From an optimization exercise on the open Yosys and OpenROAD flow, aimed at small area, a short achievable clock period and few clock cycles; shortcuts taken in it are not production practice.
Function was checked by simulation only, so behaviour that the tests miss may differ from the original.
Power is estimated from default activity; no workload was simulated.

===== flow/config.mk =====
export PLATFORM = sky130hd
export DESIGN_NAME = baton_relay_core
export DESIGN_NICKNAME = baton_relay_core
export VERILOG_FILES = /design/flow/design.v
export SDC_FILE = /design/flow/constraint.sdc
export NUM_CORES = 4
export LEC_CHECK = 0
export CAP_MARGIN = 20
export CORE_MARGIN = 2
export CORE_UTILIZATION = 40
export SETUP_SLACK_MARGIN = 4.9
export SLEW_MARGIN = 20

===== flow/constraint.sdc =====
create_clock -name core_clock -period 8.0 [get_ports {clk}]
set_input_delay 1.6000 -clock core_clock [delete_from_list [all_inputs] [get_ports {clk}]]
set_output_delay 1.6000 -clock core_clock [all_outputs]
set_load 0.01 [all_outputs]

===== flow/design.v =====
module baton_relay_core (
    input  wire        clk,
    input  wire        rst,
    input  wire [63:0] cfg_turns_required,
    input  wire        cmd_valid,
    output wire        cmd_ready,
    input  wire [1:0]  cmd_op,
    input  wire [7:0]  cmd_seed,
    input  wire        rx_valid,
    output wire        rx_ready,
    input  wire [63:0] rx_data,
    input  wire [3:0]  rx_len,
    input  wire        rx_fin,
    input  wire        offer_valid,
    output wire        offer_ready,
    input  wire [15:0] offer_len,
    output wire        tx_valid,
    input  wire        tx_ready,
    output wire [63:0] tx_data,
    output wire [3:0]  tx_len,
    output wire        tx_fin,
    output wire        tx_last,
    output wire        idle,
    output wire [2:0]  state,
    output wire        role,
    output wire [7:0]  baton_out,
    output wire [7:0]  baton_in,
    output wire [63:0] turn_count,
    output wire [63:0] rx_byte_count,
    output wire [2:0]  close_code,
    output wire        dgram_ready,
    output wire [7:0]  dgram_value
);
    localparam OP_ACCEPT   = 2'd0;
    localparam OP_CONNECT  = 2'd1;
    localparam OP_DEREG    = 2'd2;
    localparam OP_TIMEOUT  = 2'd3;
    localparam S_IDLE   = 3'd0;
    localparam S_READY  = 3'd1;
    localparam S_SENT   = 3'd2;
    localparam S_DONE   = 3'd3;
    localparam S_CLOSED = 3'd5;
    localparam [2:0] C_SUCCESS   = 3'd0;
    localparam [2:0] C_MALFORMED = 3'd2;
    localparam [2:0] C_TIMEOUT   = 3'd4;
    localparam [2:0] C_NONE      = 3'd7;
    localparam [2:0] D_IDLE  = 3'd0;   
    localparam [2:0] D_LEN2  = 3'd1;   
    localparam [2:0] D_BODY  = 3'd2;   
    localparam [2:0] D_DONE  = 3'd3;   
    localparam [2:0] D_BAD   = 3'd4;   
    localparam [2:0] D_SPLIT = 3'd5;   
    reg [2:0]  st;
    reg        role_r;
    reg [7:0]  baton_out_r;
    reg [7:0]  baton_in_r;
    reg        first_seen;
    reg [63:1] tc_hi;
    reg        tc_lo;
    reg [63:0] rx_bytes;
    reg [2:0]  cc;
    reg        dgram_ready_r;
    reg [7:0]  dgram_value_r;
    reg [63:1] rq;              
    reg        rc;              
    reg        r257;            
    reg        reached;         
    reg        cmd_seen;
    reg [1:0]  c_op;
    reg        c_seed_ok;
    reg [2:0]  dph;
    reg [14:0] rem;             
    reg        rx_pre;          
    reg        rx_ok;           
    reg        has_r;           
    reg        extra_r;         
    reg        send_q;          
    reg [14:0] fl;              
    reg        tx_busy;
    reg        last_r;          
    reg [3:0]  len_r;           
    reg        fin_r;           
    reg [7:0]  bmask;           
    reg [15:0] w;               
    reg        w16;             
    reg        fl8;             
    reg        fl16;            
    reg [1:0]  hdr;             
    reg        turn_chk;
    reg        turn_fin;
    reg        arm_r;           
    reg [7:1]  tc_cin;
    reg [7:1]  rb_cin;
    reg        idle_r;
    reg        cmd_rdy;
    reg        rx_rdy;
    assign idle          = idle_r;
    assign cmd_ready     = cmd_rdy;        
    assign rx_ready      = rx_rdy;         
    assign offer_ready   = idle_r;
    assign state         = st;
    assign role          = role_r;
    assign baton_out     = baton_out_r;
    assign baton_in      = baton_in_r;
    assign turn_count    = {tc_hi, tc_lo};
    assign rx_byte_count = rx_bytes;
    assign close_code    = cc;
    assign dgram_ready   = dgram_ready_r;
    assign dgram_value   = dgram_value_r;
    genvar g;
    generate
        for (g = 2; g < 8; g = g + 1) begin : lane
            assign tx_data[g*8 +: 8] = bmask[g] ? baton_out_r : 8'd0;
        end
    endgenerate
    assign tx_data[7:0]  = (bmask[0] ? baton_out_r : 8'd0) |
                           {1'b0, hdr[1], {6{hdr[0] | hdr[1]}}};
    assign tx_data[15:8] = (bmask[1] ? baton_out_r : 8'd0) | {8{hdr[1]}};
    assign tx_valid = tx_busy;
    assign tx_len   = len_r;
    assign tx_fin   = fin_r;
    assign tx_last  = last_r;
    wire active = (st != S_IDLE) && (st != S_CLOSED);
    wire cmd_look = idle_r && cmd_valid && !cmd_seen;
    wire cmd_go   = cmd_rdy;
    wire rx_look  = idle_r && rx_valid && !rx_ok;
    wire rx_go    = rx_rdy && rx_valid;
    wire offer_go = idle_r && offer_valid;
    wire beat_go  = tx_busy && tx_ready;
    wire c_start    = (c_op == OP_ACCEPT || c_op == OP_CONNECT) && st == S_IDLE &&
                      (c_op == OP_CONNECT || c_seed_ok);
    wire c_dereg    = (c_op == OP_DEREG) && st != S_IDLE;
    wire c_timeout  = (c_op == OP_TIMEOUT) && active;
    wire [63:0] cfg = cfg_turns_required;
    wire [15:0] m = offer_len;
    wire        offer_writes = active && send_q && (m != 16'd0);
    wire        choose = (fl == 15'd0);
    wire        bo_zero = (baton_out_r == 8'd0);
    wire        m_one = (m == 16'd1);
    wire [14:0] len_choice = bo_zero ? 15'd2 : m_one ? 15'd65 : 15'd16386;
    wire        fl_le8 = fl8;
    wire        L_le8 = choose ? bo_zero : fl_le8;
    wire [3:0]  L_c = choose ? (bo_zero ? 4'd2 : 4'd8) : (fl_le8 ? fl[3:0] : 4'd8);
    wire        m_big = (m[15:4] != 12'd0);
    wire        m_ge_L = m_big || (m[3:0] >= L_c);       
    wire [3:0]  len1 = m_ge_L ? L_c : m[3:0];
    wire        last1 = (!m_big && m[3:0] <= 4'd8) || L_le8;
    wire        fin1 = L_le8 && m_ge_L;
    wire        w_le16  = w16;
    wire        fl_le16 = fl16;
    wire        w_le24  = (w[15:5] == 11'd0) && !(w[4] && w[3] && w[2:0] != 3'd0);
    wire        fl_le24 = (fl[14:5] == 10'd0) && !(fl[4] && fl[3] && fl[2:0] != 3'd0);
    wire [3:0]  w_nx  = w[4] ? 4'd8 : {1'b0, w[2:0]};
    wire [3:0]  fl_nx = fl[4] ? 4'd8 : {1'b0, fl[2:0]};
    wire        w_ge17 = !w_le16;
    wire        fin_nx = fl_le16 && (w_ge17 || fl[4:0] <= w[4:0]);    
    wire [7:0]  b0 = rx_data[7:0];
    wire [7:0]  b1 = rx_data[15:8];
    wire [3:0]  n  = rx_len;
    wire        rx_n0 = (n == 4'd0);
    wire        rem_small = (rem[14:3] == 12'd0);
    wire        rem_lt16  = (rem[14:4] == 11'd0);
    wire        has_baton = rem_small && ({1'b0, rem[2:0]} < n);
    wire        extra     = rem_small && ({1'b0, rem[2:0]} + 4'd1 < n);
    wire        chunk0_ff = (rx_bytes[11:4] == 8'hff);
    wire [7:0]  rx_baton  = rx_data[rem[2:0]*8 +: 8];
    wire [4:0]  rem_lo    = {1'b0, rem[3:0]} - {1'b0, n};
    wire [10:0] rem_hi_m1 = rem[14:4] - 11'd1;
    wire [14:0] rem_next  = {rem_lo[4] ? rem_hi_m1 : rem[14:4], rem_lo[3:0]};
    wire [7:0]  b          = baton_in_r;
    wire [7:0]  b_plus1    = b + 8'd1;
    wire [7:0]  b_corrupt  = b + 8'd31;
    wire        seq_error  = first_seen && (b != baton_out_r + 8'd1);
    wire [4:0]  m7a        = {2'd0, b[2:0]} + {2'd0, b[5:3]} + {3'd0, b[7:6]};
    wire [3:0]  m7b        = {1'b0, m7a[2:0]} + {2'd0, m7a[4:3]};
    wire        arm_dgram  = role_r ? (m7b == 4'd1 || m7b == 4'd8)
                                    : (m7b == 4'd0 || m7b == 4'd7);
    wire        k_eq_rq    = (tc_hi == rq);
    wire        reached_k  = reached || k_eq_rq;           
    wire        terminal   = rc ? reached : reached_k;    
    wire        k_ge2      = (tc_hi[63:2] != 62'd0);
    wire        k_ge3      = (tc_hi[63:3] != 61'd0) || (tc_hi[2] && tc_hi[1]);
    wire        corrupting = r257 && (role_r ? k_ge3 : k_ge2);    
    wire [4:0]  rxb_lo = {1'b0, rx_bytes[3:0]} + {1'b0, n};
    reg [2:0]  st_n;
    reg        role_n;
    reg [7:0]  bo_n;
    reg [7:0]  bi_n;
    reg        fs_n;
    reg [63:1] tc_hi_n;
    reg        tc_lo_n;
    reg [63:0] rxb_n;
    reg [2:0]  cc_n;
    reg        dr_n;
    reg [7:0]  dv_n;
    reg        cmd_seen_n;
    reg [2:0]  dph_n;
    reg [14:0] rem_n;
    reg        rx_pre_n;
    reg        send_q_n;
    reg [14:0] fl_n;
    reg        tx_busy_n;
    reg        last_n;
    reg [3:0]  len_n;
    reg        fin_n;
    reg [7:0]  bmask_n;
    reg [15:0] w_n;
    reg [1:0]  hdr_n;
    reg        turn_chk_n;
    reg        turn_fin_n;
    reg [7:1]  tc_cin_n;
    reg [7:1]  rb_cin_n;
    reg        reached_n;
    reg        load_cfg;
    reg        rx_ok_n;
    reg        has_n;
    reg        extra_n;
    reg        hold_n;
    reg        w16_n;
    reg        fl8_n;
    reg        fl16_n;
    integer i, j;
    always @(*) begin
        st_n       = st;
        role_n     = role_r;
        bo_n       = baton_out_r;
        bi_n       = baton_in_r;
        fs_n       = first_seen;
        tc_hi_n    = tc_hi;
        tc_lo_n    = tc_lo;
        rxb_n      = rx_bytes;
        cc_n       = cc;
        dr_n       = dgram_ready_r;
        dv_n       = dgram_value_r;
        cmd_seen_n = cmd_seen;
        dph_n      = dph;
        rem_n      = rem;
        rx_pre_n   = rx_pre;
        send_q_n   = send_q;
        fl_n       = fl;
        tx_busy_n  = tx_busy;
        last_n     = last_r;
        len_n      = len_r;
        fin_n      = fin_r;
        bmask_n    = bmask;
        w_n        = w;
        hdr_n      = hdr;
        turn_chk_n = 1'b0;
        turn_fin_n = turn_fin;
        tc_cin_n   = 7'd0;
        rb_cin_n   = 7'd0;
        reached_n  = reached;
        load_cfg   = 1'b0;
        rx_ok_n    = rx_ok;
        has_n      = has_r;
        extra_n    = extra_r;
        hold_n     = 1'b0;
        w16_n      = w16;
        fl8_n      = fl8;
        fl16_n     = fl16;
        if (cmd_look)
            cmd_seen_n = 1'b1;
        if (cmd_go) begin
            cmd_seen_n = 1'b0;
            rx_ok_n    = !c_start && (rx_ok || c_dereg || c_timeout);
            if (c_start) begin
                st_n     = S_READY;
                role_n   = (c_op == OP_CONNECT);
                bo_n     = (c_op == OP_ACCEPT) ? cmd_seed : 8'd0;
                bi_n     = 8'd0;
                fs_n     = 1'b0;
                load_cfg = 1'b1;
                reached_n = (cfg[63:1] == 63'd0);
                tc_hi_n  = 63'd0;
                tc_lo_n  = (c_op == OP_ACCEPT);
                rxb_n    = 64'd0;
                cc_n     = C_NONE;
                dr_n     = 1'b0;
                dv_n     = 8'd0;
                dph_n    = D_IDLE;
                fl_n     = 15'd0;
                fl8_n    = 1'b1;
                fl16_n   = 1'b1;
                send_q_n = (c_op == OP_ACCEPT);
            end
            if (c_dereg) begin
                if (role_r) begin
                    st_n = S_CLOSED;
                end else begin
                    st_n     = S_IDLE;
                    role_n   = 1'b0;
                    bo_n     = 8'd0;
                    bi_n     = 8'd0;
                    fs_n     = 1'b0;
                    tc_hi_n  = 63'd0;
                    tc_lo_n  = 1'b0;
                    rxb_n    = 64'd0;
                    cc_n     = C_NONE;
                    dr_n     = 1'b0;
                    dv_n     = 8'd0;
                    dph_n    = D_IDLE;
                    send_q_n = 1'b0;
                    fl_n     = 15'd0;
                    fl8_n    = 1'b1;
                    fl16_n   = 1'b1;
                end
            end
            if (c_timeout) begin
                st_n = S_CLOSED;
                cc_n = C_TIMEOUT;
            end
        end
        if (rx_look) begin
            rx_pre_n = 1'b1;
            rx_ok_n  = 1'b1;
            if (dph == D_BODY) begin
                has_n   = has_baton;
                extra_n = extra;
            end else if (!rx_n0) begin
                if (dph == D_LEN2) begin
                    rem_n = {1'b0, rem[13:8], b0} + 15'd1;
                    dph_n = D_BODY;
                    rx_pre_n = 1'b0;
                    rx_ok_n  = 1'b0;
                end else if (b0[7]) begin
                    dph_n = D_BAD;
                end else if (!b0[6]) begin
                    rem_n = {9'd0, b0[5:0]} + 15'd1;
                    dph_n = D_BODY;
                    rx_pre_n = 1'b0;
                    rx_ok_n  = 1'b0;
                end else if (n != 4'd1) begin
                    rem_n = {1'b0, b0[5:0], b1} + 15'd2;
                    dph_n = D_BODY;
                    rx_pre_n = 1'b0;
                    rx_ok_n  = 1'b0;
                end else begin
                    rem_n[13:8] = b0[5:0];
                    dph_n = D_SPLIT;
                end
            end
        end
        if (rx_go) begin
            rx_pre_n = 1'b0;
            rx_ok_n  = !(active && (dph == D_IDLE ||
                                    ((dph == D_LEN2 || dph == D_SPLIT) && !rx_fin) ||
                                    (dph == D_BODY && !(rx_pre && has_r) &&
                                     rem_lt16 && !rx_fin)));
        end
        if (rx_go && active) begin
            rxb_n[3:0] = rxb_lo[3:0];
            if (rxb_lo[4]) begin
                rxb_n[11:4] = rx_bytes[11:4] + 8'd1;
                rb_cin_n[1] = chunk0_ff;
            end
            hold_n = chunk0_ff;
            case (dph)
            D_BODY: begin
                if (rx_n0) begin
                    if (rx_fin) begin
                        st_n = S_CLOSED;
                        cc_n = C_MALFORMED;
                    end
                end else if (rx_pre && has_r) begin
                    bi_n  = rx_baton;
                    dph_n = D_DONE;
                    if (extra_r) begin
                        st_n = S_CLOSED;
                        cc_n = C_MALFORMED;
                    end else begin
                        turn_chk_n = 1'b1;
                    end
                end else begin
                    rem_n = rem_next;
                    if (rx_fin) begin
                        st_n = S_CLOSED;
                        cc_n = C_MALFORMED;
                    end
                end
            end
            D_DONE: begin
                if (!rx_n0) begin
                    st_n = S_CLOSED;
                    cc_n = C_MALFORMED;
                end
            end
            D_LEN2: begin
                if (rx_fin) begin
                    st_n = S_CLOSED;
                    cc_n = C_MALFORMED;
                end
            end
            D_BAD: begin
                st_n = S_CLOSED;
                cc_n = C_MALFORMED;
            end
            D_SPLIT: begin
                dph_n = D_LEN2;
                if (rx_fin) begin
                    st_n = S_CLOSED;
                    cc_n = C_MALFORMED;
                end
            end
            default: begin
            end
            endcase
        end
        for (j = 1; j < 7; j = j + 1) begin
            if (rb_cin[j]) begin
                rxb_n[j*8+4 +: 8] = rx_bytes[j*8+4 +: 8] + 8'd1;
                rb_cin_n[j+1] = (rx_bytes[j*8+4 +: 8] == 8'hff);
            end
        end
        if (rb_cin[7])
            rxb_n[63:60] = rx_bytes[63:60] + 4'd1;
        if (offer_go) begin
            tx_busy_n = 1'b1;
            hdr_n     = 2'b00;
            if (offer_writes) begin
                w_n    = m;
                w16_n  = (m[15:5] == 11'd0) && (!m[4] || m[3:0] == 4'd0);
                len_n  = len1;
                last_n = last1;
                fin_n  = fin1;
                for (i = 0; i < 8; i = i + 1)
                    bmask_n[i] = fin1 && (i + 1 >= L_c);
                if (choose) begin
                    fl_n  = len_choice;
                    fl8_n  = bo_zero;
                    fl16_n = bo_zero;
                    hdr_n = bo_zero ? 2'b00 : m_one ? 2'b01 : 2'b10;
                end
            end else begin
                len_n   = 4'd0;
                last_n  = 1'b1;
                fin_n   = 1'b0;
                bmask_n = 8'd0;
            end
        end
        if (beat_go) begin
            hdr_n = 2'b00;
            if (last_r) begin
                tx_busy_n = 1'b0;
                if (fin_r) begin
                    rx_ok_n  = 1'b0;
                    fl_n     = 15'd0;
                    fl8_n    = 1'b1;
                    fl16_n   = 1'b1;
                    send_q_n = 1'b0;
                    dph_n    = D_IDLE;
                    if (st != S_DONE)
                        st_n = S_SENT;
                end else begin
                    fl_n   = fl - {11'd0, len_r};
                    fl8_n  = (fl_n[14:4] == 11'd0) && (fl_n[3:0] <= 4'd8);
                    fl16_n = (fl_n[14:5] == 10'd0) && (!fl_n[4] || fl_n[3:0] == 4'd0);
                end
            end else begin
                w_n[15:3]  = w[15:3] - 13'd1;
                fl_n[14:3] = fl[14:3] - 12'd1;
                w16_n      = w_le24;
                fl8_n      = fl_le16;
                fl16_n     = fl_le24;
                last_n     = w_le16 || fl_le16;
                len_n      = fin_nx ? fl_nx : w_le16 ? w_nx : 4'd8;
                fin_n      = fin_nx;
                for (i = 0; i < 8; i = i + 1)
                    bmask_n[i] = fin_nx && (fl[4] ? (i == 7) : (i + 1 >= fl[2:0]));
            end
        end
        if (turn_chk) begin
            if (b == 8'd0) begin
                st_n = S_CLOSED;
                cc_n = C_SUCCESS;
            end else if (seq_error) begin
                st_n = S_CLOSED;
                cc_n = C_MALFORMED;
            end else begin
                fs_n = 1'b1;
                tc_hi_n[8:1] = tc_hi[8:1] + 8'd1;
                tc_cin_n[1]  = (tc_hi[8:1] == 8'hff);
                turn_fin_n   = 1'b1;
            end
        end
        for (j = 1; j < 7; j = j + 1) begin
            if (tc_cin[j]) begin
                tc_hi_n[j*8+1 +: 8] = tc_hi[j*8+1 +: 8] + 8'd1;
                tc_cin_n[j+1] = (tc_hi[j*8+1 +: 8] == 8'hff);
            end
        end
        if (tc_cin[7])
            tc_hi_n[63:57] = tc_hi[63:57] + 7'd1;
        if (turn_fin && tc_cin == 7'd0) begin
            turn_fin_n = 1'b0;
            reached_n  = reached_k;
            if (arm_r) begin
                dr_n = 1'b1;
                dv_n = b;
            end
            if (terminal) begin
                bo_n = 8'd0;
                st_n = S_DONE;
            end else if (corrupting) begin
                bo_n = (b_corrupt == 8'd0) ? 8'd1 : b_corrupt;
                st_n = S_SENT;
            end else begin
                bo_n = b_plus1;
                st_n = S_SENT;
            end
            send_q_n = 1'b1;
            fl_n     = 15'd0;
            fl8_n    = 1'b1;
            fl16_n   = 1'b1;
        end
        if (rst) begin
            st_n       = S_IDLE;
            role_n     = 1'b0;
            bo_n       = 8'd0;
            bi_n       = 8'd0;
            fs_n       = 1'b0;
            tc_hi_n    = 63'd0;
            tc_lo_n    = 1'b0;
            rxb_n      = 64'd0;
            cc_n       = C_NONE;
            dr_n       = 1'b0;
            dv_n       = 8'd0;
            cmd_seen_n = 1'b0;
            dph_n      = D_IDLE;
            rx_pre_n   = 1'b0;
            send_q_n   = 1'b0;
            fl_n       = 15'd0;
            fl8_n    = 1'b1;
            fl16_n   = 1'b1;
            tx_busy_n  = 1'b0;
            turn_chk_n = 1'b0;
            turn_fin_n = 1'b0;
            tc_cin_n   = 7'd0;
            rb_cin_n   = 7'd0;
            rx_ok_n    = 1'b1;
            hold_n     = 1'b0;
        end
    end
    wire idle_n = !(tx_busy_n || turn_chk_n || turn_fin_n || hold_n || rb_cin_n[7:2] != 6'd0);
    always @(posedge clk) begin
        st            <= st_n;
        role_r        <= role_n;
        baton_out_r   <= bo_n;
        baton_in_r    <= bi_n;
        first_seen    <= fs_n;
        tc_hi         <= tc_hi_n;
        tc_lo         <= tc_lo_n;
        rx_bytes      <= rxb_n;
        cc            <= cc_n;
        dgram_ready_r <= dr_n;
        dgram_value_r <= dv_n;
        cmd_seen      <= cmd_seen_n;
        dph           <= dph_n;
        rem           <= rem_n;
        rx_pre        <= rx_pre_n;
        send_q        <= send_q_n;
        fl            <= fl_n;
        tx_busy       <= tx_busy_n;
        last_r        <= last_n;
        len_r         <= len_n;
        fin_r         <= fin_n;
        bmask         <= bmask_n;
        w             <= w_n;
        hdr           <= hdr_n;
        turn_chk      <= turn_chk_n;
        turn_fin      <= turn_fin_n;
        tc_cin        <= tc_cin_n;
        rb_cin        <= rb_cin_n;
        reached       <= reached_n;
        arm_r         <= arm_dgram;
        idle_r        <= idle_n;
        rx_ok         <= rx_ok_n;
        w16           <= w16_n;
        fl8           <= fl8_n;
        fl16          <= fl16_n;
        cmd_rdy       <= cmd_look && !rst;      
        has_r         <= has_n;
        extra_r       <= extra_n;
        rx_rdy        <= idle_n && rx_ok_n;
        if (cmd_look) begin
            c_op      <= cmd_op;
            c_seed_ok <= (cmd_seed != 8'd0) && (!cmd_seed[7] || cmd_seed[6:0] == 7'd0);
        end
        if (load_cfg) begin
            rq   <= cfg[63:1];
            rc   <= (c_op == OP_CONNECT) || cfg[0];
            r257 <= (cfg == 64'd257);
        end
    end
endmodule

===== flow/flow/run.sh =====
#!/bin/bash
# Standard layout, with every port buffered by the smallest buffer instead of
# the flow's default choice. Full make output goes to standard.log.
set -euo pipefail
export BUFFER_PORTS_ARGS="-buffer_cell sky130_fd_sc_hd__buf_1"
bash standard.sh finish > standard.log 2>&1

===== flow/standard.sh =====
#!/bin/bash
# synth_recipe.tcl (not shown) runs the flow's synth.tcl, then flattens the netlist and writes it again
# the make line also repeats each setting of config.mk as NAME=value (left out here)
make -C /OpenROAD-flow-scripts/flow DESIGN_CONFIG=/design/flow/config.mk WORK_HOME=/design/flow/orfs CLKGATE_MAP_FILE= SYNTH_SCRIPT=/design/flow/synth_recipe.tcl "${@:-finish}"

==> run summary, run 1 <==
status timing/DRC/antenna clean; Netlist cell types 81; register clock-pin slew on the reported worst setup and hold paths 0.06 ns; worst hold stages 1; commonest non-fill, non-tap cell in the layout buf_1; worst skew pair latency 0.57 ns; DR DRC count 0; Worst R2R Setup Slack 4.99 ns; via count 18289; Mapped Cells 2183; CTS max path bufs 3; Slew headroom 29.3%; initial antenna violation count 2; area delta synth->final 21.3%; die width 221 um; Post-synth EDFFs 85; Total GRT Usage 25.7%; Clk pwr share 40.8%; share of cells above drive strength 1 11.0%; largest stage delay on the critical path 0.52 ns; Switching Share 27.8%; maximum net fanout on the critical path 10; required time of the worst setup path 6.40 ns; Seq pwr share 44.0%; TritonCTS Buffers 39; sequential area share after synthesis 39.0%; Clock Skew 0.0228 ns; Setup crit start bmask[5]; Layout Nets 2798; CP top delay family flip-flops; RSZ-0062 raised after global routing true; DRT iter0 DRCs 1708; ys flop type dfxtp_1; Pint 3080 uW; first-pass GRT wire length 101000 um; ANT nets after route 0; CP Cell Sequence and2_1, buf_1; CP Class reg2out; startpoint type of the worst setup path register; Critical Path Stages 2; die height 221 um; syn_nets 2421; yosys warns 1; post-synthesis register bit count 325; Setup TNS 0 ns; Power Density 186 mW/mm^2; Lkg Pwr 0.00835 uW; port bufs 399; Final period util 38.1%; Reg-to-Reg Start baton_out_r[0]; post-synthesis area per instance 8.64 sq um; I/O pin count 400; H-tree levels 2; drt via density 5.72; total gr overflow 0; crit path time final 3.05 ns; Post-Route Utilization 49.1%; total power 4260 uW; CP Buf/Inv Count 1; largest net degree at the start of global routing 59; reg-to-reg endpoint bmask[3]; WL final 65400 um; Worst Hold Class reg2reg; Sink Count 325; Routed wire per std cell 20.5 um; dpl hpwl 47900 um; final hold vios 0; max-cap viol count 0; first drt pass iteration count 6; final setup vio count 0; commonest non-fill, non-tap cells in the layout buf_1, nor2_1, dfxtp_1, nand2_1, xor2_1; CP arrival 1.45 ns; Die Area 0.0489 sq mm; asr flop ratio synth 0%; R2R depth 15; Worst path slowest cell dfxtp_1; Comb pwr share 15.2%; IR drop worst, VDD 0.000162 V; vias in the first global route 17461; final weighted congestion in routability-driven placement 0.906; core area 0.0466 sq mm; count of final max-slew check failures 0; Clock Root Buffer clkbuf_16; crit end category output port; CTS tree yes; CP endpoint tx_data[40]; Slew @ Worst Pin 1.05 ns; Max Fclk 0.328 GHz; synthesized cell area 0.0189 sq mm; number of cell rows 79; Sw Pwr 1180 uW; starting density of the core 40.5%
-- through the flow --
stage / instance area, sq um / hold WS [ns] / worst slack (ns) / instances
2_1_floorplan: 19000 / 0.407 / 4.47 / 2183
3_3_place_gp: 20900 / 0.431 / 3.75 / 3079
3_5_place_dp: 20900 / 0.431 / 3.62 / 3079
4_1_cts: 22400 / 0.436 / 4.62 / 3168
5_1_grt: 22900 / 0.453 / 4.78 / 3196
6_report: 22900 / 0.424 / 4.95 / 3197
-- Yosys cell counts, drive strengths merged, types with 9 or more instances --
cell     count  area share [%]
a21o        24            0.96
a221oi      12            0.56
nor4b       11            0.62
a21oi      139             3.7
nand2      167             3.3
xnor2       38             1.8
o31ai       11            0.51
a2111oi     10            0.46
a311oi      11            0.51
nand3       71             1.9
o211ai      17            0.70
nand4       53             1.8
ha          66             4.4
nor3b       19            0.78
a211oi      25             1.0
nor4        66             2.3
a31oi       21            0.70
mux2        12            0.72
and2        63             2.1
and3        29            0.96
or2         12            0.40
o21ai      100             2.7
xor2       135             6.3
dfxtp      240              25
or3         19            0.63
buf         24            0.61
mux2i       10            0.53
and4        10            0.46
mux4        16             1.9
nor3        76             2.1
or4          9            0.40
clkbuf     100             2.0
o221ai      11            0.51
nand2b      25            0.83
a22oi       19            0.76
inv         73             1.5
nor2b       13            0.43
nor2       261             5.2
edfxtp      85              14
-- flip-flops by register name, indices dropped and copies added (netlist names), 2 cells and up --
register       flops
rx_bytes          64
rq                63
tc_hi             63
w                 16
fl                15
rem               15
baton_in_r         8
baton_out_r        8
bmask              8
dgram_value_r      8
rb_cin             7
tc_cin             7
len_r              4
cc                 3
dph                3
st                 3
c_op               2
hdr                2
-- metal layers --
metal  global-route usage (%)  share of wire (%)  up-vias
li1                         -                  -     8698
met1                     34.5                 44     8781
met2                     41.2                 46      675
met3                     5.26                6.9      131
met4                     9.07                3.5        4
met5                        0              0.046        -
-- how the worst min path moves through the flow --
stage             start       to  slack [ns]
6_report       cmd_seen  cmd_rdy        0.42
5_1_grt        cmd_seen  cmd_rdy        0.45
4_1_cts        cmd_seen  cmd_rdy        0.44
3_5_place_dp      w[14]    w[14]        0.43
3_3_place_gp      w[15]    w[15]        0.43
2_1_floorplan     w[14]    w[14]        0.41
-- cell families after synthesis --
family | synth area share, %
simple gates | 24.8
xor+xnor | 8.04
fa+ha+maj | 5.12
flops | 39.0
compound gates | 15.8
mux | 3.16
buf+inv | 4.07
-- area by class of cell --
type	instances	area, sq um
inverter	73	289
timing repair inverter	2	10.0
multi-input combinational	1662	11200
clock buffer	57	1100
fill	4523	23700
clock inverter	13	130
sequential	325	7420
timing repair buffer	457	1980
antenna	1	2.50
tap	607	759
-- power by group through the flow --
| stage | clock, uW | sequential, uW | combinational, uW |
|---|---|---|---|
| 3_5_place_dp | 0 | 1910 | 595 |
| 6_report | 1740 | 1880 | 647 |
| 5_1_grt | 1840 | 1890 | 717 |
| 4_1_cts | 1780 | 1870 | 620 |
| 2_1_floorplan | 0 | 1840 | 473 |
| 3_3_place_gp | 0 | 1910 | 587 |
-- worst register-to-register path: stages, from the launching register on --
cell and delay (ns):
dfxtp_4 0.35, inv_4 0.06, ha_4 0.11, or4b_4 0.47
nor4_4 0.18, a22o_1 0.22, inv_1 0.06, ha_1 0.29
a21o_1 0.19, a21oi_2 0.18, o21ai_4 0.12, nor4b_4 0.16
buf_6 0.14, buf_6 0.11, a221oi_2 0.22, nor2_1 0.06
-- timing repair --
item | 4_1_cts | 5_1_grt
endpoints found under the hold margin | 0 | 0
hold buffers | 0 | 0
endpoints found under the setup margin | 181 | 90
cloned | 3 | 0
setup buffers | 16 | 28
pin swaps | 12 | 22
gates resized for setup | 69 | 62
Testbench counts, summed over its fixed seeds: cycles 196,564.
==> run 2, diff against run 1 <==
==> flow/flow/run.sh (replaced) <==
#!/bin/bash
# Standard layout (standard.sh) with two changes:
#  - synthesis maps the logic with flow/area.abc (see flow/synth.tcl);
#  - every port is buffered by the smallest buffer.
# Full make output goes to standard.log; ORFS keeps each step's log under orfs/logs.
set -euo pipefail
here=$(pwd)
export BUFFER_PORTS_ARGS="-buffer_cell sky130_fd_sc_hd__buf_1"
export FLOW_ABC_SCRIPT="$here/flow/area.abc"
sed "s#SYNTH_SCRIPT=[^ ]*#SYNTH_SCRIPT=$here/flow/synth.tcl#" standard.sh > standard_area.sh
bash standard_area.sh finish > standard.log 2>&1
==> flow/flow/area.abc (new file) <==
&get -n
&st
&syn2
&syn2
&dch -f
&nf -R 2000
&put
==> flow/flow/synth.tcl (new file) <==
# The standard flow's synthesis script (synth_recipe.tcl), with one change: ABC maps the
# logic with the script in FLOW_ABC_SCRIPT (flow/area.abc, an area-recovering
# script) in place of ORFS's speed script. Registers, passes, flattening and
# renaming are unchanged.
proc synth {args} { yosys synth -nofsm -noshare {*}$args }
proc use_own_abc_script {name1 name2 op} {
  upvar #0 abc_args a
  set i [lsearch -exact $a -script]
  if {$i >= 0} { lset a [expr {$i + 1}] $::env(FLOW_ABC_SCRIPT) }
}
trace add variable ::abc_args write use_own_abc_script
source $::env(SCRIPTS_DIR)/synth.tcl
# left out here: clear keep_hierarchy, flatten, clean up, hide names made inside functions, write 1_2_yosys.v
==> run summary, run 2 <==
status timing/DRC/antenna clean; area leader, netlist dfxtp_1; required time of the worst setup path 8.49 ns (+2.09 ns); area delta synth->final 25.6%; TritonCTS Buffers 39 (unchanged); dpl hpwl 44600 um (-6.8%); Slew @ Worst Pin 0.997 ns (-0.0545 ns); Comb pwr share 15.0% (-0.2 points); CP arrival 3.76 ns (+2.31 ns); commonest non-fill, non-tap cell in the layout buf_1; register area 0.00741 sq mm (-0.15%); total gr overflow 0 (unchanged); Synth top area share 27.0% (+1.6 points); Hold Buf Count CTS 0 (unchanged); I/O pin count 400 (unchanged); most frequent cell after synthesis dfxtp_1; # fillers 4178 (-7.6%); post-synthesis register bit count 325 (unchanged); vias in the first global route 16429 (-5.9%); placed cell areas 0.0204 sq mm (-2.5%); yosys warns 1 (unchanged); Clock Skew 0.0226 ns (-0.000250 ns); startpoint type of the worst setup path register; via count 17856 (-2.4%); Largest Register rx_bytes; post-synthesis area per instance 8.86 sq um (+2.5%); reg-to-reg endpoint bmask[1]; area occupied by multi-input gates 0.0106 sq mm (-5.0%); CP Cell Sequence nor2_4, nand2_2, or3_4, nor4_4, nor2b_4, nand3_4, nor2_4, nor2_2, nor2_2, clkinv_2, ha_4, a21oi_2, nor2b_1, o21ai_1, nand3b_1, buf_6, nand2_8, nor3b_4, a22oi_1, o21ai_1; number of cell rows 77 (-2.5%); Total GRT Usage 25.1% (-0.67 points); final setup vio count 0 (unchanged); Setup TNS 0 ns (unchanged); CTS max path bufs 3 (unchanged); top cells by count, synth dfxtp_1, nor2_1, a21oi_1; Routed wire per std cell 19.3 um (-5.6%); Clk pwr share 40.4% (-0.4 points); core area 0.0440 sq mm (-5.4%); starting density of the core 40.4% (-0.14 points); Post-synth EDFFs 85 (unchanged); Clock Root Buffer clkbuf_16; R2R depth 20 (+5); max-cap viol count 0 (unchanged); RSZ-0062 raised after global routing true; Worst R2R Setup Slack 4.73 ns (-0.26 ns); commonest non-fill, non-tap cells in the layout buf_1, dfxtp_1, nor2_1, a21oi_1, nand2_1; Worst path slowest cell dfxtp_4; Reg-to-Reg Start fl[6]; worst hold stages 1 (unchanged); max FFs per register 64 (unchanged); Sw Pwr 1190 uW (+0.22%); crit path time final 3.27 ns (+0.223 ns); Sink Count 325 (unchanged); crit end category register; DR DRC count 0 (unchanged); Largest regs rx_bytes x64, rq x63, tc_hi x63; CP Buf/Inv Count 2 (+1); placed cells 3004 (-2.4%); initial antenna violation count 6 (+4); drt via density 5.70 (-0.28%); ys flop type dfxtp_1; hold path startpoint w[13]; register clock-pin slew on the reported worst setup and hold paths 0.06 ns (about the same); CP Class reg2reg; Pint 3050 uW (-1.1%); Mapped Cells 2006 (-8.1%); Slew headroom 33.1% (+3.8 points); CTS tree yes; Finished Layout Cells 3130 (-2.1%); Layout Nets 2742 (-2.0%); Lkg Pwr 0.00777 uW (-7.0%); synthesized cell area 0.0178 sq mm (-5.8%); maximum net fanout on the critical path 5 (-5); post-route cell area 0.0223 sq mm (-2.4%); WL final 60500 um (-7.5%); Worst Hold Path EP w[13]; Seq pwr share 44.6% (+0.6 points); final hold vios 0 (unchanged); die width 215 um (-2.9%); final weighted congestion in routability-driven placement 0.968 (+6.8%); sequential area share after synthesis 41.4% (+2.4 points); IR drop worst, VDD 0.000154 V (-4.9%); Final period util 40.9% (+2.8 points); share of cells above drive strength 1 10.2% (-0.83 points); DRT iter0 DRCs 1388 (-19%); die height 215 um (-2.9%); port bufs 399 (unchanged); syn_nets 2244 (-7.3%); ANT nets after route 0 (unchanged); first-pass GRT wire length 93300 um (-7.3%); ranking of synthesized cells by area dfxtp_1, edfxtp_1, a21oi_1, nor2_1, ha_1; Post-Route Utilization 50.7% (+1.6 points); largest net degree at the start of global routing 80 (+36%); first drt pass iteration count 5 (-1); Die Area 0.0461 sq mm (-5.7%); worst skew pair latency 0.56 ns (about the same); Worst Hold Class reg2reg; Switching Share 28.0% (+0.26 points); Max Fclk 0.306 GHz (-6.8%); Netlist cell types 64 (-21%); asr flop ratio synth 0% (unchanged); largest stage delay on the critical path 0.35 ns (-0.17 ns); Power Density 190 mW/mm^2 (+1.7%); count of final max-slew check failures 0 (unchanged); CP top delay family simple AND/OR/NAND/NOR gates; H-tree levels 2 (unchanged)
run 2: cell types whose count changed in the layout (fill, tap and decap cells not counted), sizes merged, moves of 25 or more:
cell    previous run  this run
nor2             261       224
a211oi            25        99
clkinv             9        91
nand4             53        28
xor2             135        65
nand2            167       142
a21oi            139       209
o21ai            100        72
inv               73         3
run 2: worst max-delay path by stage:
stage	startpoint	to	slack, ns	depth (start not counted)
floorplan	fl[6]	bmask[0]	4.82	19
global placement	rst	rx_rdy	3.93	7
detailed placement	rst	rx_rdy	3.90	7
CTS	fl[7]	bmask[0]	4.75	20
global route	fl[5]	bmask[1]	4.48	20
finish	fl[6]	bmask[1]	4.73	20
run 2: cell families (layout without fill, tap and decap cells):
kind of cell / after synthesis / after routing / share of synthesized area [%]
mux: 31 / 31 / 2.87
simple gates: 822 / 822 / 23.0
xor+xnor: 116 / 116 / 5.72
other cells: 0 / 3 / 0
buf+inv: 80 / 609 / 1.73
compound gates: 559 / 559 / 19.8
fa+ha+maj: 73 / 73 / 5.44
flops: 325 / 325 / 41.4
run 2: metrics by stage:
step	power (uW)	hold slack, ns	setup WS (ns)
6_report	4230	0.465	4.73
3_5_place_dp	2500	0.445	3.90
4_1_cts	4250	0.453	4.75
3_3_place_gp	2490	0.429	3.93
5_1_grt	4410	0.479	4.48
2_1_floorplan	2280	0.422	4.82
run 2: power by group through the flow:
stage          Combinational, uW  Clock [uW]  Sequential (uW)
2_1_floorplan                383           0             1900
3_3_place_gp                 575           0             1920
3_5_place_dp                 582           0             1920
4_1_cts                      622        1750             1880
5_1_grt                      701        1810             1900
6_report                     635        1710             1890
run 2: layout make-up:
class	count	area share, %
tap	592	3.32
antenna	3	0.0336
timing repair buffer	459	9.03
sequential	325	33.2
clock buffer	55	5.06
inverter	78	1.33
clock inverter	17	0.443
multi-input combinational	1601	47.6
run 2: repair_timing:
| action | 4_1_cts | 5_1_grt |
|---|---|---|
| gates resized for setup | 67 | 50 |
| endpoints found under the setup margin | 93 | 76 |
| setup buffers | 35 | 15 |
| gates cloned | 1 | 0 |
| pin swaps | 21 | 20 |
run 2: metal layers:
| metal | vias to the layer above | track usage (%) | routed length, um |
|---|---|---|---|
| li1 | 8607 | - | - |
| met1 | 8547 | 33.5 | 26200 |
| met2 | 602 | 40.3 | 28300 |
| met3 | 94 | 6.60 | 4610 |
| met4 | 6 | 6.32 | 1340 |
| met5 | - | 0 | 42 |
==> run 3, diff against run 2 <==
==> flow/flow/area.abc (replaced) <==
&get -n
&st
&dc2
&syn2
&dc2
&dch -f
&nf -R 2000
&put
&get -n
&st
&dch -f
&nf -R 2000
&put
==> run summary, run 3 <==
status timing/DRC/antenna clean; CP Class reg2reg; DRT iter0 DRCs 1442 (+3.9%); TritonCTS Buffers 39 (unchanged); total gr overflow 0 (unchanged); startpoint type of the worst setup path register; initial antenna violation count 2 (-4); mux contribution to synthesized area 3.04% (+0.16 points); max-cap viol count 0 (unchanged); via count 17331 (-2.9%); crit path time final 3.18 ns (-0.0938 ns); Power Density 202 mW/mm^2 (+6.4%); Slew @ Worst Pin 0.891 ns (-0.106 ns); Max Fclk 0.315 GHz (+2.9%); first-pass GRT wire length 90900 um (-2.6%); die height 211 um (-1.5%); sequential area share after synthesis 42.7% (+1.3 points); Clk pwr share 42.8% (+2.4 points); first drt pass iteration count 6 (+1); DR DRC count 0 (unchanged); port bufs 399 (unchanged); combinational family with the most area after synthesis simple AND/OR/NAND/NOR gates; Total GRT Usage 26.1% (+0.99 points); Synth Area in Compound Gates 15.4% (-4.4 points); top cells by count, synth dfxtp_1, nand2_1, nor2_1; # fillers 4019 (-3.8%); Mapped Cells 1910 (-4.8%); core area 0.0428 sq mm (-2.8%); syn_nets 2148 (-4.3%); die width 211 um (-1.5%); ANT nets after route 0 (unchanged); ranking of synthesized cells by area dfxtp_1, edfxtp_1, ha_1, xor2_1, a21oi_1; Worst Hold Class reg2reg; Comb pwr share 15.3% (+0.3 points); count of final max-slew check failures 0 (unchanged); dpl hpwl 44700 um (about the same); Clock Skew 0.0237 ns (+0.00111 ns); RSZ-0062 raised after global routing true; post-synthesis area per instance 9.01 sq um (+1.8%); hold_ws 0.453 ns (-0.0120 ns); final setup vio count 0 (unchanged); final weighted congestion in routability-driven placement 0.908 (-6.2%); Layout Nets 2662 (-2.9%); Clock Root Buffer clkbuf_16; commonest non-fill, non-tap cells in the layout buf_1, dfxtp_1, nand2_1, nor2_1, a21oi_1; Switching Share 27.8% (-0.29 points); Pint 3210 uW (+5.5%); share of cells above drive strength 1 11.6% (+1.4 points); post-synthesis register bit count 325 (unchanged); max FFs per register 64 (unchanged); commonest non-fill, non-tap cell in the layout buf_1; area delta synth->final 28.0%; register clock-pin slew on the reported worst setup and hold paths 0.06 ns (about the same); Slew headroom 40.4% (+7.3 points); number of cell rows 76 (-1.3%); Post-synth EDFFs 85 (unchanged); IR drop worst, VDD 0.000164 V (+6.5%); Sw Pwr 1230 uW (+4.0%); Sink Count 325 (unchanged); Die Area 0.0447 sq mm (-3.0%); most frequent cell after synthesis dfxtp_1; maximum net fanout on the critical path 3 (-2); starting density of the core 40.2% (-0.12 points); ant diodes 0 (-3); Seq pwr share 41.9% (-2.7 points); Largest Register rx_bytes; Setup TNS 0 ns (unchanged); Routed wire per std cell 20.5 um (+6.0%); XOR/XNOR share of the synthesized area 7.02% (+1.3 points); H-tree levels 2 (unchanged); CTS max path bufs 3 (unchanged); I/O pin count 400 (unchanged); Synth top area share 27.9% (+0.86 points); synthesized cell area 0.0172 sq mm (-3.1%); Netlist cell types 60 (-6.3%); crit end category register; Final period util 39.7% (-1.2 points); Lkg Pwr 0.00815 uW (+4.8%); CP arrival 3.64 ns (-0.12 ns); largest net degree at the start of global routing 70 (-13%); drt via density 5.78 (+1.3%); ys flop type dfxtp_1; area leader, netlist dfxtp_1; PnR worst setup slack 4.82 ns (+0.0938 ns); WL final 61400 um (+1.6%); adder-cell share of the synthesized area 5.61% (+0.17 points); yosys warns 1 (unchanged); asr flop ratio synth 0% (unchanged); worst skew pair latency 0.57 ns (about the same); required time of the worst setup path 8.46 ns (-0.03 ns); Post-Synth Simple-Gate Area 24.8% (+1.8 points); Hold Buf Count CTS 0 (unchanged); vias in the first global route 15709 (-4.4%); final hold vios 0 (unchanged); DP Worst Slack 3.85 ns (-0.0413 ns); CTS tree yes; Largest regs rx_bytes x64, rq x63, tc_hi x63
-- run 3: cells by family (layout without fill, tap and decap cells) --
logic type / after synthesis / after routing
and+or+nand+nor: 845 / 848
AOI/OAI and AO/OA: 433 / 433
DFF: 325 / 325
xor gates and xnor gates: 138 / 138
adders and majority gates: 73 / 73
buffers and inverters: 64 / 605
muxes: 32 / 32
-- run 3: cell type report --
class,count,area (sq um),area share [%]
well taps,546,683,3.10
clock buffers,48,1080,4.91
clock inverters,23,298,1.35
multi-input cells,1524,10200,46.1
flip-flops and latches,325,7420,33.7
repair buffers,472,2140,9.72
inverters,62,258,1.17
-- run 3: path summary, 6_finish.rpt --
path / from / end / slack (ns) / cells after the start
setup / recovery: fl[5] / bmask[4] / 4.82 / 22
hold / removal: cmd_seen / cmd_rdy / 0.45 / 1
setup reg to reg: fl[5] / bmask[4] / 4.82 / 22
hold reg to reg: cmd_seen / cmd_rdy / 0.45 / 1
-- run 3: repair_timing --
action,CTS,global route
setup endpoints to repair,217,134
hold endpoints to repair,0,0
pin swaps,29,41
resized for setup,80,80
gates cloned,0,3
buffers inserted,34,33
-- run 3: per-layer routing --
metal / part of all wire, % / GRT usage, %
met1: 44 / 35.5
met2: 46 / 41.2
met3: 7.7 / 5.24
met4: 2.7 / 8.96
met5: 0.021 / 0
-- run 3: stage by stage --
step                      power [uW]  cells  area (sq um)  util (%)
after global placement          2470   2859         19600      45.8
after detailed placement        2480   2859         19600      45.8
after CTS                       4440   2964         21500      50.2
after global routing            4630   3000         22000      51.5
final                           4450   3000         22000      51.5
after floorplan                 2260   1910         17400         -
-- run 3: power by group through the flow --
| stage | combinational, uW | sequential [uW] | clock [uW] |
|---|---|---|---|
| 6_report | 679 | 1860 | 1900 |
| 5_1_grt | 743 | 1880 | 2010 |
| 3_5_place_dp | 573 | 1900 | 0 |
| 3_3_place_gp | 566 | 1900 | 0 |
| 2_1_floorplan | 374 | 1880 | 0 |
| 4_1_cts | 635 | 1870 | 1940 |
-- run 3: critical path, cell delays in order (launching register included) --
cell,delay [ns]
dfxtp_4,0.34
or3_4,0.39
or3_4,0.37
nor3_4,0.16
nand3_2,0.15
nor2_4,0.19
buf_6,0.11
buf_4,0.09
buf_4,0.09
buf_4,0.09
buf_4,0.10
buf_4,0.09
buf_4,0.09
buf_4,0.09
buf_4,0.10
buf_6,0.08
buf_6,0.08
buf_6,0.08
buf_6,0.08
buf_6,0.09
nor3_4,0.04
a21oi_2,0.11
a21boi_1,0.08
==> run 4, diff against run 3 <==
==> flow/flow/area.abc (replaced) <==
&get -n
&st
&dc2
&syn2
&dc2
&dch -f
&nf -R 2000
&put
==> run summary, run 4 <==
status timing/DRC/antenna clean; post-synthesis area per instance 9.05 sq um (+0.42%); GR peak layer met2; Mapped Cells 1917 (+0.37%); Power Density 200 mW/mm^2 (-1.1%); startpoint type of the worst setup path register; area occupied by multi-input gates 0.0102 sq mm (+0.34%); crit path time final 3.10 ns (-0.0814 ns); met2 Use GR 39.7% (-1.6 points); drt via density 5.64 (-2.3%); register area 0.00741 sq mm (-0.13%); commonest non-fill, non-tap cells in the layout buf_1, dfxtp_1, a21oi_1, nor2_1, nand2_1; H-tree levels 2 (unchanged); largest stage delay on the critical path 0.36 ns (-0.03 ns); RSZ-0062 raised after global routing true; die width 212 um (+0.39%); Hold Buf Count CTS 0 (unchanged); Reg-to-Reg Start fl[5]; total power 4340 uW (-2.4%); worst hold stages 1 (unchanged); Post-synth EDFFs 85 (unchanged); Worst Hold Path EP cmd_rdy; area delta synth->final 25.2%; vias in the first global route 15299 (-2.6%); Routed wire per std cell 19.5 um (-4.7%); ranking of synthesized cells by area dfxtp_1, edfxtp_1, a21oi_1, ha_1, nor2_1; first-pass GRT wire length 87600 um (-3.6%); Setup TNS 0 ns (unchanged); syn_nets 2155 (+0.33%); Clock Skew 0.0366 ns (+0.0129 ns); Final period util 38.7% (-1.0 points); R2R depth 13 (-41%); CP Buf/Inv Count 0 (-14); commonest non-fill, non-tap cell in the layout buf_1; required time of the worst setup path 8.42 ns (-0.04 ns); Total GRT Usage 25.0% (-1.1 points); worst skew pair latency 0.58 ns (about the same); max FFs per register 64 (unchanged); top cells by count, synth dfxtp_1, nor2_1, a21oi_1; CP Class reg2reg; count of final max-slew check failures 0 (unchanged); share of cells above drive strength 1 9.03% (-2.6 points); total gr overflow 0 (unchanged); DRT iter0 DRCs 1368 (-5.1%); via count 16991 (-2.0%); Worst R2R Setup Slack 4.90 ns (+0.08 ns); I/O pin count 400 (unchanged); CTS tree yes; Slew headroom 27.8% (-13 points); ANT nets after route 0 (unchanged); Worst Hold Class reg2reg; CP top delay family simple AND/OR/NAND/NOR gates; M3 GR Usage 5.17% (-0.067 points); Layout Nets 2632 (-1.1%); CP arrival 3.52 ns (-0.12 ns); reg-to-reg endpoint bmask[4]; hold path startpoint cmd_seen; crit end category register; core area 0.0430 sq mm (+0.44%); post-synthesis register bit count 325 (unchanged); number of cell rows 76 (unchanged); met1 Resource Use GR 33.8% (-1.6 points); register clock-pin slew on the reported worst setup and hold paths 0.06 ns (about the same); DR DRC count 0 (unchanged); final hold vios 0 (unchanged); maximum net fanout on the critical path 8 (+5); starting density of the core 40.4% (+0.14 points); Die Area 0.0451 sq mm (+0.77%); most frequent cell after synthesis dfxtp_1; dpl hpwl 43900 um (-1.8%); CP Cell Sequence nor4_4, nand2b_1, nor3_2, nand3_2, a21oi_1, nor2_2, ha_1, nor2_1, nand2_4, nand3b_1, nor2_4, a21oi_2, a21boi_0; Clock Root Buffer clkbuf_16; largest net degree at the start of global routing 70 (unchanged); IR drop worst, VDD 0.000134 V (-19%); Largest regs rx_bytes x64, rq x63, tc_hi x63; port bufs 399 (unchanged); die height 212 um (+0.39%); final setup vio count 0 (unchanged); Lkg Pwr 0.00782 uW (-3.9%); CTS max path bufs 3 (unchanged); asr flop ratio synth 0% (unchanged); synthesized cell area 0.0174 sq mm (+0.78%); area leader, netlist dfxtp_1; final weighted congestion in routability-driven placement 0.936 (+3.1%); sequential area share after synthesis 42.4% (-0.33 points); Slew @ Worst Pin 1.08 ns (+0.190 ns); yosys warns 1 (unchanged); Worst path slowest cell dfxtp_4; TritonCTS Buffers 38 (-2.6%); initial antenna violation count 3 (+1); first drt pass iteration count 7 (+1); Largest Register rx_bytes; Sink Count 325 (unchanged); # fillers 4209 (+4.7%); ys flop type dfxtp_1; Synth top area share 27.7% (-0.22 points); WL final 58700 um (-4.4%); Max Fclk 0.323 GHz (+2.6%); Netlist cell types 62 (+3.3%); max-cap viol count 0 (unchanged)
## run 4: stage by stage
stage          hold WS (ns)  area (sq um)  setup slack [ns]  instances  utilization, %
6_report              0.457         21700              4.90       3011            50.6
5_1_grt               0.479         21700              4.72       3009            50.5
4_1_cts               0.454         21300              4.84       2979            49.5
3_5_place_dp          0.444         19800              4.15       2906            46.1
3_3_place_gp          0.435         19800              4.16       2906            46.1
2_1_floorplan         0.422         17500              4.73       1917               -
## run 4: worst max-delay path by stage
stage	start	to	slack, ns	depth (start not counted)
after floorplan	tx_ready	w[15]	4.73	9
after global placement	tx_ready	w[15]	4.16	10
after detailed placement	tx_ready	w[15]	4.15	10
after CTS	c_op[0]	fl[7]	4.84	11
after global routing	fl[5]	bmask[4]	4.72	15
final	fl[5]	bmask[4]	4.90	13
## run 4: kinds of logic (layout without fill, tap and decap cells)
logic type	Yosys count	after routing	share of synthesized area [%]
xor gates and xnor gates	138	138	6.97
other	0	2	0
and+or+nand+nor	817	819	24.0
adders and majority gates	73	73	5.57
muxes	30	30	2.88
AOI/OAI and AO/OA	472	472	16.8
DFF	325	325	42.4
buffers and inverters	62	567	1.38
## run 4: cell type report
type                    instances  area share [%]
multi-input cells            1532            46.9
clock buffers                  51            4.93
well taps                     585            3.37
diodes                          2          0.0230
inverters                      60            1.16
repair inverters                1          0.0403
flip-flops and latches        325            34.1
repair buffers                436            8.26
clock inverters                19            1.23
## run 4: worst register-to-register path: stages (launching register included)
cell and delay (ns):
dfxtp_4 0.36, nor4_4 0.33, nand2b_1 0.16, nor3_2 0.23
nand3_2 0.21, a21oi_1 0.33, nor2_2 0.11, ha_1 0.21
nor2_1 0.24, nand2_4 0.14, nand3b_1 0.23, nor2_4 0.08
a21oi_2 0.23, a21boi_0 0.11
## run 4: routing by layer
metal | wire length [um] | vias up
li1 | - | 8152
met1 | 25800 | 8058
met2 | 26700 | 666
met3 | 4460 | 113
met4 | 1720 | 2
met5 | 13 | -
## run 4: where the power goes
part,switching [uW],internal (uW),leakage (uW),total (uW)
Clock,738,1110,0.000655,1850
Combinational,337,277,0.00441,615
Sequential,120,1750,0.00276,1870
Total,1200,3140,0.00782,4340
## run 4: what timing repair did
action	CTS	global route
gates resized for setup	37	66
endpoints found under the setup margin	202	147
setup buffers	2	28
gates cloned	1	2
endpoints found under the hold margin	0	0
pin swaps	4	23
==> run 5, diff against run 4 <==
--- a/flow/config.mk
+++ b/flow/config.mk
@@ -10,3 +10,3 @@
 export CORE_UTILIZATION = 40
-export SETUP_SLACK_MARGIN = 4.9
+export SETUP_SLACK_MARGIN = 5.0
 export SLEW_MARGIN = 20
==> run summary, run 5 <==
IR drop worst, VDD 0.000161 V (+20%); via count 17167 (+1.0%); Layout Nets 2648 (+0.61%); die width 212 um (unchanged); Post-synth EDFFs 85 (unchanged); I/O pin count 400 (unchanged); max-cap viol count 0 (unchanged); Power Density 196 mW/mm^2 (-2.1%); H-tree levels 2 (unchanged); DR DRC count 0 (unchanged); Slew headroom 38.8% (+11 points); final weighted congestion in routability-driven placement 0.901 (-3.8%); Max Fclk 0.327 GHz (+1.2%); worst skew pair latency 0.56 ns (-0.02 ns); dpl hpwl 44100 um (+0.50%); post-synthesis register bit count 325 (unchanged); CP Class in2reg; Clock Root Buffer clkbuf_16; Slew @ Worst Pin 0.916 ns (-0.165 ns); syn_nets 2155 (unchanged); Mapped Cells 1917 (unchanged); PnR worst setup slack 4.94 ns (+0.0370 ns); ranking of synthesized cells by area dfxtp_1, edfxtp_1, a21oi_1, ha_1, nor2_1; Netlist cell types 62 (unchanged); Largest Register rx_bytes; synthesized cell area 0.0174 sq mm (unchanged); maximum net fanout on the critical path 11 (+3); Total GRT Usage 26.1% (+1.1 points); Sink Count 325 (unchanged); ys flop type dfxtp_1; die height 212 um (unchanged); Largest regs rx_bytes x64, rq x63, tc_hi x63; register clock-pin slew on the reported worst setup and hold paths 0.06 ns (about the same); number of cell rows 76 (unchanged); TritonCTS Buffers 38 (unchanged); CTS tree yes; commonest non-fill, non-tap cell in the layout buf_1; area occupied by multi-input gates 0.0103 sq mm (+1.4%); Routed wire per std cell 20.2 um (+3.5%); Lkg Pwr 0.00794 uW (+1.5%); register area 0.00744 sq mm (+0.44%); asr flop ratio synth 0% (unchanged); drt via density 5.67 (+0.44%); port bufs 399 (unchanged); final setup vio count 0 (unchanged); core area 0.0430 sq mm (unchanged); CTS max path bufs 3 (unchanged); # fillers 4130 (-1.9%); Die Area 0.0451 sq mm (unchanged); startpoint type of the worst setup path input pin; required time of the worst setup path 8.44 ns (+0.02 ns); area delta synth->final 27.1%; sequential area share after synthesis 42.4% (unchanged); most frequent cell after synthesis dfxtp_1; Synth top area share 27.7% (unchanged); Hold Buf Count CTS 0 (unchanged); top cells by count, synth dfxtp_1, nor2_1, a21oi_1; total gr overflow 0 (unchanged); Setup TNS 0 ns (unchanged); crit path time final 3.06 ns (-0.0370 ns); initial antenna violation count 5 (+2); commonest non-fill, non-tap cells in the layout buf_1, dfxtp_1, a21oi_1, nor2_1, nand2_1; Worst Hold Class reg2reg; max FFs per register 64 (unchanged); final hold vios 0 (unchanged); DRT iter0 DRCs 1296 (-5.3%); share of cells above drive strength 1 11.0% (+2.0 points); count of final max-slew check failures 0 (unchanged); starting density of the core 40.4% (unchanged); ANT nets after route 0 (unchanged); RSZ-0062 raised after global routing true; status timing/DRC/antenna clean; yosys warns 1 (unchanged); WL final 61200 um (+4.1%); first drt pass iteration count 5 (-2); first-pass GRT wire length 90900 um (+3.7%); Clock Skew 0.0176 ns (-0.0189 ns); CP arrival 3.50 ns (-0.02 ns); largest net degree at the start of global routing 108 (+54%); DP Worst Slack 4.09 ns (-0.0660 ns); post-synthesis area per instance 9.05 sq um (unchanged); area leader, netlist dfxtp_1; crit end category register; vias in the first global route 15611 (+2.0%); Final period util 38.3% (-0.46 points)
## run 5: cell counts after synthesis
Identical to the previous run, type by type.
## run 5: logic make-up (layout without fill, tap and decap cells)
group / Yosys count / in the layout / share of synthesized area, %
fa+ha+maj: 73 / 73 / 5.57
mux: 30 / 30 / 2.88
compound gates: 472 / 473 / 16.8
xor+xnor: 138 / 138 / 6.97
other cells: 0 / 4 / 0
simple gates: 817 / 819 / 24.0
buf+inv: 62 / 582 / 1.38
flops: 325 / 325 / 42.4
## run 5: final cells by class
class                           instances  share of cell area, %
Timing Repair inverter                  1                 0.0397
Sequential cell                       325                   33.8
Inverter                               60                   1.11
Antenna cell                            4                 0.0454
Clock inverter                         14                  0.783
Clock buffer                           56                   5.14
Timing Repair Buffer                  451                   8.95
Tap cell                              585                   3.32
Multi-Input combinational cell       1533                   46.9
## run 5: final timing paths
| check | startpoint | to | slack [ns] | cells after the start |
|---|---|---|---|---|
| min reg2reg | cmd_seen | cmd_rdy | 0.44 | 1 |
| max reg2reg | fl[7] | bmask[3] | 4.98 | 15 |
| min | cmd_seen | cmd_rdy | 0.44 | 1 |
| max | offer_len[10] | bmask[7] | 4.94 | 11 |
## run 5: per-stage QoR
step | power [uW] | instances | cell area [sq um] | hold slack [ns] | util (%)
finish | 4310 | 3029 | 22000 | 0.440 | 51.3
global route | 4480 | 3028 | 22000 | 0.470 | 51.3
CTS | 4310 | 3002 | 21600 | 0.454 | 50.3
detailed placement | 2480 | 2906 | 19900 | 0.439 | 46.3
global placement | 2470 | 2906 | 19900 | 0.436 | 46.3
floorplan | 2260 | 1917 | 17600 | 0.422 | -
## run 5: per-layer routing
metal  part of all wire [%]  track usage [%]
met1                     44             34.7
met2                     45             41.5
met3                    7.7             5.83
met4                    3.2             9.45
met5                  0.018                0
## run 5: repair_timing
| item | CTS | global route |
|---|---|---|
| cloned | 4 | 0 |
| pin swaps | 7 | 37 |
| endpoints found under the setup margin | 272 | 163 |
| setup buffers | 22 | 23 |
| resized for setup | 67 | 83 |
## run 5: power breakdown
| part | internal [uW] | switching, uW |
|---|---|---|
| logic | 282 | 344 |
| registers | 1750 | 119 |
| clock network | 1090 | 729 |
| total | 3120 | 1190 |
## run 5: worst max-delay path, cell delays in order
cell	delay, ns
buf_1	0.12
nor4_1	0.30
nand3_1	0.16
or2_4	0.29
nor2_4	0.15
buf_4	0.17
nor2_4	0.08
nand3b_1	0.14
a21oi_1	0.07
a221oi_1	0.30
a21oi_1	0.11
==> run 6, diff against run 5 <==
--- a/flow/design.v
+++ b/flow/design.v
@@ -86,2 +86,3 @@
     reg        fl8;             
+    reg        fl0;             
     reg        fl16;            
@@ -136,3 +137,3 @@
     wire        offer_writes = active && send_q && (m != 16'd0);
-    wire        choose = (fl == 15'd0);
+    wire        choose = fl0;
     wire        bo_zero = (baton_out_r == 8'd0);
@@ -220,2 +221,3 @@
     reg        fl8_n;
+    reg        fl0_n;
     reg        fl16_n;
@@ -259,2 +261,3 @@
         fl8_n      = fl8;
+        fl0_n      = fl0;
         fl16_n     = fl16;
@@ -282,2 +285,3 @@
                 fl8_n    = 1'b1;
+                fl0_n    = 1'b1;
                 fl16_n   = 1'b1;
@@ -304,2 +308,3 @@
                     fl8_n    = 1'b1;
+                    fl0_n    = 1'b1;
                     fl16_n   = 1'b1;
@@ -429,2 +434,3 @@
                     fl8_n  = bo_zero;
+                    fl0_n  = 1'b0;
                     fl16_n = bo_zero;
@@ -447,2 +453,3 @@
                     fl8_n    = 1'b1;
+                    fl0_n    = 1'b1;
                     fl16_n   = 1'b1;
@@ -512,2 +519,3 @@
             fl8_n    = 1'b1;
+            fl0_n    = 1'b1;
             fl16_n   = 1'b1;
@@ -532,2 +540,3 @@
             fl8_n    = 1'b1;
+            fl0_n    = 1'b1;
             fl16_n   = 1'b1;
@@ -578,2 +587,3 @@
         fl8           <= fl8_n;
+        fl0           <= fl0_n;
         fl16          <= fl16_n;
==> run summary, run 6 <==
status timing/DRC/antenna clean; Reg-to-Reg Start baton_out_r[4]; starting density of the core 40.5% (+0.15 points); Slew @ Worst Pin 1.03 ns (+0.111 ns); met2 Use GR 43.4% (+1.9 points); Post-synth EDFFs 85 (unchanged); Layout Nets 2683 (+1.3%); most frequent cell after synthesis dfxtp_1; Slew headroom 31.4% (-7.3 points); top cells by count, synth dfxtp_1, nor2_1, a21oi_1; Total GRT Usage 26.5% (+0.39 points); WL final 62600 um (+2.4%); ranking of synthesized cells by area dfxtp_1, edfxtp_1, a21oi_1, ha_1, nor2_1; Power Density 190 mW/mm^2 (-2.7%); Routed wire per std cell 20.5 um (+1.3%); max FFs per register 64 (unchanged); CTS tree yes; post-synthesis area per instance 8.98 sq um (-0.76%); startpoint type of the worst setup path input pin; die width 213 um (+0.18%); M3 GR Usage 5.72% (-0.11 points); Clock Skew 0.0231 ns (+0.00544 ns); total gr overflow 0 (unchanged); max-cap viol count 0 (unchanged); Largest regs rx_bytes x64, rq x63, tc_hi x63; reg-to-reg endpoint len_r[2]; DR DRC count 0 (unchanged); TritonCTS Buffers 39 (+2.6%); # fillers 4084 (-1.1%); drt via density 5.73 (+1.2%); post-synthesis register bit count 326 (+0.31%); crit end category register; Final period util 37.9% (-0.38 points); largest net degree at the start of global routing 68 (-37%); Die Area 0.0452 sq mm (+0.37%); DRT iter0 DRCs 1403 (+8.3%); Netlist cell types 65 (+4.8%); Worst R2R Setup Slack 5.03 ns (+0.05 ns); register clock-pin slew on the reported worst setup and hold paths 0.06 ns (about the same); first-pass GRT wire length 92900 um (+2.2%); R2R depth 16 (+1); area delta synth->final 27.9%; ANT nets after route 0 (unchanged); combinational family with the most area after synthesis simple AND/OR/NAND/NOR gates; Max Fclk 0.330 GHz (+0.99%); maximum net fanout on the critical path 4 (-7); Worst Hold Class reg2reg; number of cell rows 76 (unchanged); Clock Root Buffer clkbuf_16; CP endpoint len_r[2]; core area 0.0430 sq mm (unchanged); initial antenna violation count 1 (-4); Hold Buf Count CTS 0 (unchanged); post-route cell area 0.0223 sq mm (+1.0%); yosys warns 1 (unchanged); via count 17550 (+2.2%); Setup TNS 0 ns (unchanged); die height 213 um (+0.18%); commonest non-fill, non-tap cells in the layout buf_1, dfxtp_1, nor2_1, a21oi_1, nand2_1; first drt pass iteration count 5 (unchanged); Lkg Pwr 0.00814 uW (+2.5%); syn_nets 2177 (+1.0%); Post-Synth Simple-Gate Area 23.8% (-0.18 points); ys flop type dfxtp_1; count of final max-slew check failures 0 (unchanged); Setup crit start offer_len[12]; final setup vio count 0 (unchanged); GR peak layer met2; final weighted congestion in routability-driven placement 0.944 (+4.8%); CP arrival 3.45 ns (-0.05 ns); vias in the first global route 16207 (+3.8%); Largest Register rx_bytes; CTS max path bufs 3 (unchanged); Sink Count 326 (+0.31%); placed cell areas 0.0200 sq mm (+0.60%); final hold vios 0 (unchanged); Mapped Cells 1939 (+1.1%); RSZ-0062 raised after global routing true; asr flop ratio synth 0% (unchanged); met1 Resource Use GR 35.3% (+0.57 points); mux contribution to synthesized area 2.93% (+0.047 points); sequential area share after synthesis 42.4% (-0.043 points); Synth Area in Compound Gates 17.7% (+0.89 points); synthesized cell area 0.0174 sq mm (+0.37%); hold_ws 0.448 ns (+0.00867 ns); share of cells above drive strength 1 13.3% (+2.3 points); commonest non-fill, non-tap cell in the layout buf_1; area leader, netlist dfxtp_1; IR drop worst, VDD 0.000124 V (-23%); H-tree levels 2 (unchanged); ant diodes 0 (-4); XOR/XNOR share of the synthesized area 5.98% (-0.98 points); crit path time final 3.03 ns (-0.0301 ns); worst skew pair latency 0.57 ns (about the same); port bufs 399 (unchanged); dpl hpwl 46100 um (+4.6%); CP Class in2reg; I/O pin count 400 (unchanged); required time of the worst setup path 8.42 ns (-0.02 ns); adder-cell share of the synthesized area 5.55% (-0.021 points); Synth top area share 27.7% (about the same)
==> run 6: worst min path at each step <==
stage                        from       endpoint  slack [ns]  depth (start not counted)
finish                   cmd_seen        cmd_rdy        0.45                          1
floorplan                cmd_seen        cmd_rdy        0.42                          1
global placement         cmd_seen        cmd_rdy        0.43                          1
global route        dgram_ready_r  dgram_ready_r        0.48                          1
detailed placement       cmd_seen        cmd_rdy        0.44                          1
CTS                      cmd_seen        cmd_rdy        0.45                          1
==> run 6: layer usage <==
metal / wire, um / vias up / share of wire, %
li1: - / 8345 / -
met3: 4770 / 93 / 7.6
met5: 12 / - / 0.019
met1: 27000 / 8446 / 43
met4: 1430 / 2 / 2.3
met2: 29400 / 664 / 47
==> run 6: final cells by class <==
type,instances,area [sq um],share of cell area (%)
Multi-Input combinational cell,1538,10300,46.3
Sequential cell,326,7460,33.5
Timing Repair Buffer,466,2230,10.0
Clock buffer,50,1080,4.84
Tap cell,585,732,3.29
Inverter,74,302,1.35
Clock inverter,22,158,0.708
==> run 6: cell families (layout without fill, tap and decap cells) <==
| group | after synthesis | in the layout |
|---|---|---|
| DFF | 326 | 326 |
| and+or+nand+nor | 814 | 815 |
| muxes | 31 | 31 |
| xor gates and xnor gates | 119 | 119 |
| adders and majority gates | 73 | 73 |
| buffers and inverters | 76 | 612 |
| AOI/OAI and AO/OA | 500 | 500 |
==> run 6: per-stage QoR <==
| stage | utilization, % | setup WS (ns) | std cells | total power [uW] |
|---|---|---|---|---|
| after floorplan | - | 4.75 | 1939 | 2260 |
| after global placement | 46.5 | 4.06 | 2929 | 2470 |
| after detailed placement | 46.5 | 3.95 | 2929 | 2490 |
| after global routing | 51.8 | 4.89 | 3061 | 4410 |
| final | 51.8 | 4.97 | 3061 | 4240 |
| after CTS | 50.8 | 4.90 | 3042 | 4250 |
==> run 6: report_power, final <==
part           total [uW]  switching, uW  internal, uW  leakage, uW
registers            1860            105          1760      0.00277
logic                 645            350           294      0.00476
clock network        1730            741           992     0.000615
total                4240           1200          3040      0.00814
==> run 6: what timing repair did <==
item	CTS	global route
setup buffers	41	18
gates cloned	0	1
endpoints found under the setup margin	315	184
pin swaps	8	18
gates resized for setup	92	115
==> run 6: worst max-delay path: stages <==
cell      delay [ns]
buf_6           0.10
nor4_2          0.30
nand3_2         0.18
nor2_4          0.18
buf_4           0.13
buf_6           0.08
nand3b_1        0.10
buf_6           0.14
o211ai_1        0.28
a21oi_1         0.12
a31oi_1         0.16
o31ai_1         0.09
Testbench counts of run 6, summed over its fixed seeds: cycles 196,564.

## port drivers added, routing unchanged
Ports are ideal in the flow. The routed layouts listed here were re-timed in OpenROAD.
Step 1: set_driving_cell puts a clkbuf_16 on clk and a buf_2 on each other input, an assumption about the parent block.
Step 2 times the ports against the registers' clock, not the clock port: input delays grow and output delays shrink by t, the midpoint of the rising clock arrivals with the driver on.
Three values: ideal ports, drivers, drivers and shift; two values: the first two.
run	shift t [ns]	slack for setup (ns)	worst setup path at the end	slew at the worst register clock pin (ns)	worst data-port slew with drivers (ns)
run 1	0.614	4.950 / 4.892 / 4.368	input to register	0.06 / 0.06	0.07
run 2	0.612	4.727 / 4.727 / 4.405	input to register	0.06 / 0.06	0.08
run 3	0.623	4.821 / 4.821 / 4.208	input to register	0.07 / 0.07	0.07
run 4	0.613	4.902 / 4.902 / 4.335	input to register	0.07 / 0.07	0.08
run 5	0.610	4.939 / 4.965 / 4.355	input to register	0.07 / 0.07	0.09
run 6	0.613	4.969 / 4.948 / 4.382	input to register	0.06 / 0.06	0.09
After both steps setup and hold are still met in every run listed. The setup slack of run 3, which loses most, moves by 0.000 ns with the drivers and by -0.613 ns with both steps.
